Background: an optimization exercise with open tools, aiming at small area, a short achievable clock period and few clock cycles per item. Do not read the settings as production practice. Where RTL was checked, it was by simulation tests only, not by an equivalence proof against the original. No activity file was given, so power comes from the tool's default toggle rates.

==> flow/design.v <==
module pcmon_decoder (
    input  wire       clk,
    input  wire       shift,         
    input  wire [7:0] byte_in,
    output wire [5:0] q0,
    output wire [5:0] q5,
    output wire [5:0] q6,
    output wire [5:0] q7
);
    reg [5:0] r0, r1, r2, r3, r4, r5, r6, r7;
    wire [5:0] h5   = (r5 > 6'd54) ? 6'd54 : r5;
    wire [5:0] top5 = (h5 == 6'd0) ? 6'd63 : 6'd62 - h5;
    assign q0 = r0;
    assign q5 = r5;
    assign q6 = r6;
    assign q7 = r7;
    always @(posedge clk) begin
        if (shift) begin
            r0 <= r1;
            r1 <= r2;
            r2 <= r3;
            r3 <= r4;
            r4 <= top5;
            r5 <= r6;
            r6 <= r7;
            r7 <= byte_in[7:2];
        end
    end
endmodule
module pcmon_render (
    input  wire        clk,
    input  wire        rst_n,
    input  wire        byte_valid,    
    input  wire [7:0]  byte_in,
    input  wire [5:0]  q0,            
    output wire        qshift,        
    output wire        fin,           
    output wire        len0,          
    output wire [1:0]  kind,
    output wire        ok,
    output wire [5:0]  low_bits,      
    output reg         idle,          
    output wire        pix_valid,
    output reg  [6:0]  pix_x,
    output reg  [5:0]  pix_y,
    output reg         pix_on,
    output wire        pix_flush,
    input  wire        pix_ready
);
    localparam [1:0] S_STARTUP = 2'd0;
    localparam [1:0] S_GLYPH   = 2'd1;
    localparam [1:0] S_BAR     = 2'd2;
    localparam [1:0] S_FLUSH   = 2'd3;
    reg [1:0] state;
    reg       lcol;        
    reg       lpix;        
    reg       glyph;       
    reg [2:0] k;           
    reg [5:0] t0, t1, t2, t3, t4, t5, t6, t7;
    reg [6:0] x0;
    reg       xp_cur;
    always @(*) begin
        case (k[2:0])
            3'd0: begin x0 = 7'd4;   xp_cur = pix_x[4] & pix_x[1] & ~pix_x[0];            end  
            3'd1: begin x0 = 7'd24;  xp_cur = pix_x[5] & pix_x[2] & pix_x[1] & ~pix_x[0]; end  
            3'd2: begin x0 = 7'd44;  xp_cur = pix_x[4] & pix_x[3] & pix_x[1] & ~pix_x[0]; end  
            3'd3: begin x0 = 7'd64;  xp_cur = pix_x[3] & pix_x[2] & pix_x[1] & ~pix_x[0]; end  
            3'd4: begin x0 = 7'd86;  xp_cur = pix_x[3] & ~pix_x[0];                       end  
            3'd5: begin x0 = 7'd106; xp_cur = pix_x[2] & ~pix_x[0];                       end  
            3'd6: begin x0 = 7'd90;  xp_cur = pix_x[5] & pix_x[2] & ~pix_x[0];            end  
            default: begin x0 = 7'd110; xp_cur = pix_x[4] & pix_x[3] & ~pix_x[0];         end  
        endcase
    end
    localparam [127:0] LABEL = 128'h00fffc3fffc03ffc03ffc03ffc03ffc0;
    wire label_x = LABEL[pix_x];
    wire startup_on_next = (pix_x == 7'd0) || (pix_x == 7'd127) ||
                           (pix_y == 6'd62) || (pix_y == 6'd63) ||
                           ((pix_y == 6'd3) && label_x);
    wire grow = q0 < t0;
    wire same = q0 == t0;
    assign pix_valid = ~idle & ~(st_bar & lpix & ~lcol);
    wire adv  = pix_ready | ~pix_valid;
    wire accum     = |pix_y;
    wire await_len = pix_x[6];
    assign fin      = pix_y == 6'd1;
    assign len0     = await_len & (byte_in == 8'd0);
    assign kind     = k[1:0];
    assign ok       = lcol;
    assign low_bits = pix_x[5:0];
    wire start = byte_valid & fin & ok & (kind == 2'd3);    
    wire dv    = idle & byte_valid & ~start;                
    wire d_acc = dv & accum;                                
    wire d_len = dv & ~accum & await_len;                   
    wire d_id  = dv & ~accum & ~await_len;                  
    wire len_ok = byte_in <= 8'd32;
    assign qshift = rot | (byte_valid & accum);
    wire last_row = pix_on ? (pix_y == t7) : (pix_y + 6'd1 == t7);
    wire gl_col   = pix_x[1] & pix_x[0];                   
    wire [6:0] x_inc = pix_x + 7'd1;
    wire st_su  = state == S_STARTUP;
    wire st_gl  = state == S_GLYPH;
    wire st_bar = state == S_BAR;
    assign pix_flush = state == S_FLUSH;
    wire go     = ~idle & adv & ~pix_flush;                
    wire c_go   = idle & start;                           
    wire c_end  = ~idle & adv & pix_flush;                 
    wire c_nb   = go & lpix;                              
    wire c_fl   = c_nb & st_bar & (k == 3'd0);            
    wire c_bs   = c_nb & ~c_fl;                           
    wire c_su   = go & st_su;                             
    wire c_sux  = c_su & (pix_y == 6'd63);                
    wire c_gl   = go & st_gl & ~lpix;
    wire c_glc  = c_gl & gl_col & ~(&pix_y[2:0]);           
    wire c_glt  = c_gl & gl_col & (&pix_y[2:0]);            
    wire c_glr  = c_gl & ~gl_col;                         
    wire [6:0] x_gl = pix_x[1] ? 7'd124 : x_inc;          
    wire c_bar  = go & st_bar & ~lpix;
    wire c_row  = c_bar & lcol;                           
    wire c_col  = c_bar & ~lcol;                          
    wire rot     = c_bs;
    wire startup = ~idle & st_su;
    always @(posedge clk) begin
        if (rot | startup) begin
            t0 <= t1;
            t1 <= t2;
            t2 <= t3;
            t3 <= t4;
            t4 <= t5;
            t5 <= t6;
            t6 <= t7;
            t7 <= startup ? 6'd63 : q0;
        end
    end
    wire [5:0] y_inc = pix_y + 6'd1;
    wire [5:0] y_dec = (c_bs ? t0 : pix_y) - 6'd1;
    wire x_hold = ~(c_go | c_bs | c_sux | c_glt | c_glr | c_row | c_col | c_fl | d_acc);
    wire w_hold = ~(c_go | c_bs | c_sux | c_glt | c_glr | c_row | c_col | c_fl | d_len | d_id);
    wire y_hold = ~(c_go | c_bs | c_su | c_glc | c_glt | c_row | c_fl | d_acc | d_len);
    always @(posedge clk) begin
        if (!rst_n) begin
            pix_x <= 7'd0;
            pix_y <= 6'd0;
        end else begin
            pix_x[5:0] <= ({6{c_sux | c_col}} & x_inc[5:0]) |
                          ({6{c_glr}} & x_gl[5:0]) |
                          ({6{c_go}}  & 6'd59) |
                          ({6{c_glt}} & 6'd57) |
                          ({6{c_bs | c_row}} & x0[5:0]) |
                          ({6{d_acc}} & {pix_x[3:0], byte_in[1:0]}) |
                          ({6{x_hold}} & pix_x[5:0]);
            pix_x[6]   <= ((c_sux | c_col) & x_inc[6]) |
                          (c_glr & x_gl[6]) |
                          c_go | c_glt |
                          ((c_bs | c_row) & x0[6]) |
                          (d_id & (byte_in[7:2] == 6'd0)) |
                          (w_hold & pix_x[6]);
            pix_y <= ({6{c_su | c_glc | (c_row & ~pix_on)}} & y_inc) |
                     ({6{(c_row & pix_on) | (c_bs & grow)}} & y_dec) |
                     ({6{c_go}}  & 6'd1) |
                     ({6{c_glt}} & 6'd4) |
                     ({6{c_bs & ~grow}} & t0) |
                     ({6{d_acc}} & y_dec) |
                     ({6{d_len & len_ok}} & byte_in[5:0]) |
                     ({6{y_hold}} & pix_y);
        end
    end
    always @(posedge clk) begin
        if (!rst_n) begin
            idle      <= 1'b0;
            state     <= S_STARTUP;
            pix_on    <= 1'b1;
            k         <= 3'd0;
            lpix      <= 1'b0;
            glyph     <= 1'b0;
        end else begin
            if (c_go)
                glyph <= ~glyph;
            if (c_go | c_end)
                idle <= c_end;
            if (c_go | c_end)
                state <= S_GLYPH;
            else if (c_fl | (c_sux & (pix_x == 7'd127)))
                state <= S_FLUSH;
            else if (c_nb)
                state <= S_BAR;
            if (c_go)
                k <= 3'd0;
            else if ((c_bs & same) | (c_col & xp_cur & last_row))
                k <= k + 3'd1;
            else if (d_id)
                k[1:0] <= byte_in[1:0];
            if (c_go)
                pix_on <= glyph;
            else if (c_su)
                pix_on <= startup_on_next;
            else if (c_glc)
                pix_on <= ~glyph | (~pix_y[2] & pix_y[1] & pix_y[0]);    
            else if (c_glt)
                pix_on <= glyph;
            else if (c_bs)
                pix_on <= grow;
            if (d_len)
                lcol <= (k[1:0] == 2'd0) ||
                        (byte_in == {4'd0, k[1:0] == 2'd3, k[1:0] == 2'd1, k[1:0] == 2'd2, 1'b0});
            if (go) begin
                lcol <= c_col & xp_cur;
                lpix <= (c_col & xp_cur & last_row) | (c_glr & pix_x[2] & ~pix_x[0]) |    
                        (c_bs & same);                    
            end
        end
    end
endmodule
module pcmon_top (
    input  wire       clk,
    input  wire       rst_n,        
    input  wire       rst_in_n,     
    input  wire       rx_valid,
    input  wire       rx_err,
    input  wire [7:0] rx_data,
    output wire       rx_ready,
    output reg  [7:0] duty1,
    output reg  [7:0] duty2,
    output reg  [7:0] duty3,
    output reg  [7:0] duty4,
    output reg        net_tx,
    output reg        net_rx,
    output reg        act,
    output wire       busy,
    output wire       pix_valid,
    output wire [6:0] pix_x,
    output wire [5:0] pix_y,
    output wire       pix_on,
    output wire       pix_flush,
    input  wire       pix_ready
);
    localparam [1:0] K_RESET  = 2'd0;
    localparam [1:0] K_SETIND = 2'd1;
    localparam [1:0] K_NET    = 2'd2;
    localparam [1:0] K_RENDER = 2'd3;
    wire        idle;
    wire        svc       = idle;
    assign      busy      = ~idle;
    assign      rx_ready  = svc & rst_in_n;
    wire        byte_take = rx_ready & rx_valid & ~rx_err;
    wire        fin, len0, ok;
    wire [1:0]  kind;
    wire [5:0]  low;
    wire        qshift;
    wire [5:0]  q0, q5, q6, q7;
    pcmon_decoder u_dec (
        .clk       (clk),
        .shift     (qshift),
        .byte_in   (rx_data),
        .q0        (q0),
        .q5        (q5),
        .q6        (q6),
        .q7        (q7)
    );
    wire fin_setind = fin & ok & (kind == K_SETIND);
    wire fin_net    = fin & ok & (kind == K_NET);
    wire fin_reset  = (fin | len0) & (kind == K_RESET);
    pcmon_render u_render (
        .clk       (clk),
        .rst_n     (rst_n),
        .byte_valid(byte_take),
        .byte_in   (rx_data),
        .q0        (q0),
        .qshift    (qshift),
        .fin       (fin),
        .len0      (len0),
        .kind      (kind),
        .ok        (ok),
        .low_bits  (low),
        .idle      (idle),
        .pix_valid (pix_valid),
        .pix_x     (pix_x),
        .pix_y     (pix_y),
        .pix_on    (pix_on),
        .pix_flush (pix_flush),
        .pix_ready (pix_ready)
    );
    wire clr_duty = ~rst_in_n | (rx_valid & ~rx_err & fin_reset);
    wire ld_duty  = byte_take & fin_setind;
    wire clr_net  = ~rst_in_n;
    wire ld_net   = byte_take & fin_net;
    wire svc_on  = rst_n & svc;
    wire d_ld    = svc_on & ld_duty;
    wire d_hold  = ~(svc_on & (clr_duty | ld_duty)) & rst_n;
    wire n_ld    = svc_on & ld_net;
    wire n_hold  = ~(svc_on & (clr_net | ld_net)) & rst_n;
    always @(posedge clk) begin
        duty1  <= ({8{d_ld}} & {q5, low[5:4]}) | ({8{d_hold}} & duty1);
        duty2  <= ({8{d_ld}} & {q6, low[3:2]}) | ({8{d_hold}} & duty2);
        duty3  <= ({8{d_ld}} & {q7, low[1:0]}) | ({8{d_hold}} & duty3);
        duty4  <= ({8{d_ld}} & rx_data) | ({8{d_hold}} & duty4);
        net_tx <= (n_ld & ({q7, low[1:0]} != 8'd0)) | (n_hold & net_tx);
        net_rx <= (n_ld & (rx_data != 8'd0)) | (n_hold & net_rx);
        act    <= rst_n & (svc ? byte_take : act);
    end
endmodule
==> flow/config.mk <==
export PLATFORM = sky130hd
export DESIGN_NAME = pcmon_top
export DESIGN_NICKNAME = pcmon_top
export VERILOG_FILES = /design/flow/design.v
export SDC_FILE = /design/flow/constraint.sdc
export NUM_CORES = 4
export LEC_CHECK = 0
export CAP_MARGIN = 20
export CORE_MARGIN = 2
export CORE_UTILIZATION = 40
export SETUP_SLACK_MARGIN = 4.3
export SLEW_MARGIN = 20
==> flow/constraint.sdc <==
create_clock -name core_clock -period 7.5 [get_ports {clk}]
set_input_delay 1.5000 -clock core_clock [delete_from_list [all_inputs] [get_ports {clk}]]
set_output_delay 1.5000 -clock core_clock [all_outputs]
set_load 0.01 [all_outputs]
standard.sh (not shown) runs the stock make flow with config.mk's settings and CLKGATE_MAP_FILE= SYNTH_SCRIPT=/design/flow/synth_recipe.tcl, a recipe that flattens the netlist after the stock synthesis.
==> flow/flow/run.sh <==
#!/bin/bash
# The standard layout, with every port buffered by a plain sky130 buffer
# (buf_1) instead of the delay buffer buffer_ports picks by itself, and a
# clock tree of clkbuf_4/clkbuf_8 cells without dummy loads.
set -euo pipefail
export BUFFER_PORTS_ARGS="-buffer_cell sky130_fd_sc_hd__buf_1"
export CTS_ARGS="-sink_clustering_enable -repair_clock_nets -sink_clustering_size 30 -sink_clustering_max_diameter 100 -buf_list {sky130_fd_sc_hd__clkbuf_8} -root_buf sky130_fd_sc_hd__clkbuf_8 -dont_use_dummy_load"
bash standard.sh > standard.log 2>&1
Next try:
--- a/flow/design.v
+++ b/flow/design.v
@@ -38,11 +38,11 @@
     output wire        len0,          
     output wire [1:0]  kind,
     output wire        ok,
     output wire [5:0]  low_bits,      
     output reg         idle,          
-    output wire        pix_valid,
+    output reg         pix_valid,
     output reg  [6:0]  pix_x,
     output reg  [5:0]  pix_y,
     output reg         pix_on,
     output wire        pix_flush,
     input  wire        pix_ready
@@ -76,11 +76,10 @@
     wire startup_on_next = (pix_x == 7'd0) || (pix_x == 7'd127) ||
                            (pix_y == 6'd62) || (pix_y == 6'd63) ||
                            ((pix_y == 6'd3) && label_x);
     wire grow = q0 < t0;
     wire same = q0 == t0;
-    assign pix_valid = ~idle & ~(st_bar & lpix & ~lcol);
     wire adv  = pix_ready | ~pix_valid;
     wire accum     = |pix_y;
     wire await_len = pix_x[6];
     assign fin      = pix_y == 6'd1;
     assign len0     = await_len & (byte_in == 8'd0);
@@ -102,21 +101,21 @@
     wire st_bar = state == S_BAR;
     assign pix_flush = state == S_FLUSH;
     wire go     = ~idle & adv & ~pix_flush;                
     wire c_go   = idle & start;                           
     wire c_end  = ~idle & adv & pix_flush;                 
-    wire c_nb   = go & lpix;                              
+    wire c_nb   = go & (lpix | (st_bar & ~pix_valid));    
     wire c_fl   = c_nb & st_bar & (k == 3'd0);            
     wire c_bs   = c_nb & ~c_fl;                           
     wire c_su   = go & st_su;                             
     wire c_sux  = c_su & (pix_y == 6'd63);                
     wire c_gl   = go & st_gl & ~lpix;
     wire c_glc  = c_gl & gl_col & ~(&pix_y[2:0]);           
     wire c_glt  = c_gl & gl_col & (&pix_y[2:0]);            
     wire c_glr  = c_gl & ~gl_col;                         
     wire [6:0] x_gl = pix_x[1] ? 7'd124 : x_inc;          
-    wire c_bar  = go & st_bar & ~lpix;
+    wire c_bar  = go & st_bar & pix_valid & ~lpix;
     wire c_row  = c_bar & lcol;                           
     wire c_col  = c_bar & ~lcol;                          
     wire rot     = c_bs;
     wire startup = ~idle & st_su;
     always @(posedge clk) begin
@@ -166,10 +165,11 @@
     end
     always @(posedge clk) begin
         if (!rst_n) begin
             idle      <= 1'b0;
             state     <= S_STARTUP;
+            pix_valid <= 1'b1;
             pix_on    <= 1'b1;
             k         <= 3'd0;
             lpix      <= 1'b0;
             glyph     <= 1'b0;
         end else begin
@@ -181,10 +181,12 @@
                 state <= S_GLYPH;
             else if (c_fl | (c_sux & (pix_x == 7'd127)))
                 state <= S_FLUSH;
             else if (c_nb)
                 state <= S_BAR;
+            if (c_go | c_end | c_nb)
+                pix_valid <= c_go | c_fl | (c_bs & ~same);
             if (c_go)
                 k <= 3'd0;
             else if ((c_bs & same) | (c_col & xp_cur & last_row))
                 k <= k + 3'd1;
             else if (d_id)
@@ -202,12 +204,11 @@
             if (d_len)
                 lcol <= (k[1:0] == 2'd0) ||
                         (byte_in == {4'd0, k[1:0] == 2'd3, k[1:0] == 2'd1, k[1:0] == 2'd2, 1'b0});
             if (go) begin
                 lcol <= c_col & xp_cur;
-                lpix <= (c_col & xp_cur & last_row) | (c_glr & pix_x[2] & ~pix_x[0]) |    
-                        (c_bs & same);                    
+                lpix <= (c_col & xp_cur & last_row) | (c_glr & pix_x[2] & ~pix_x[0]);    
             end
         end
     end
 endmodule
 module pcmon_top (
Cell area goes up slightly.
Wire length goes up by a few percent.
Synthesized cell count goes down slightly.
Total power goes down by a few percent.
Via count goes up slightly.
First-iteration DRC count goes up by roughly a tenth.
Clock-buffer cell count stays the same.
Worst setup slack gains 0.051 ns.
Cell count hardly moves.
Hold slack loses 0.0069 ns.
Clock power goes up slightly.
Register-to-register slack loses 0.18 ns.
Sequential power goes down by a few percent.
Testbench counts after the change, summed over its fixed seeds: cycles 133,748, frames 384.
The RTL of the first run of this note was laid out without a check of its function.

==> afterwards: timing with drivers on the ports <==
Ports are ideal in the flow. The routed layouts listed here were re-timed in OpenROAD.
Step 1, drivers: a clkbuf_16 drives clk and a buf_2 each remaining input, both assumed.
Step 2 adds t to the input delays and takes it off the output delays; t is the mean of the earliest and latest rising clock arrival at the registers after step 1. Input paths then give back, and output paths get back, about the clock's delay inside the block.
a / b / c = ideal ports / drivers / drivers and shift; a / b = the first two.
run | t, ns | slack for setup (ns) | worst hold slack (ns) | worst setup path after step 2 | worst slew at a driven data input, ns
the first run | 0.477 | 4.140 / 4.099 / 4.057 | 0.409 / 0.409 / 0.409 | input to register | 0.05
the second run | 0.479 | 4.191 / 4.152 / 3.955 | 0.402 / 0.402 / 0.402 | input to register | 0.06
After both steps setup and hold are still met in every run listed. For the second run, which loses most, drivers alone change the setup slack by -0.039 ns; drivers and shift together by -0.236 ns.
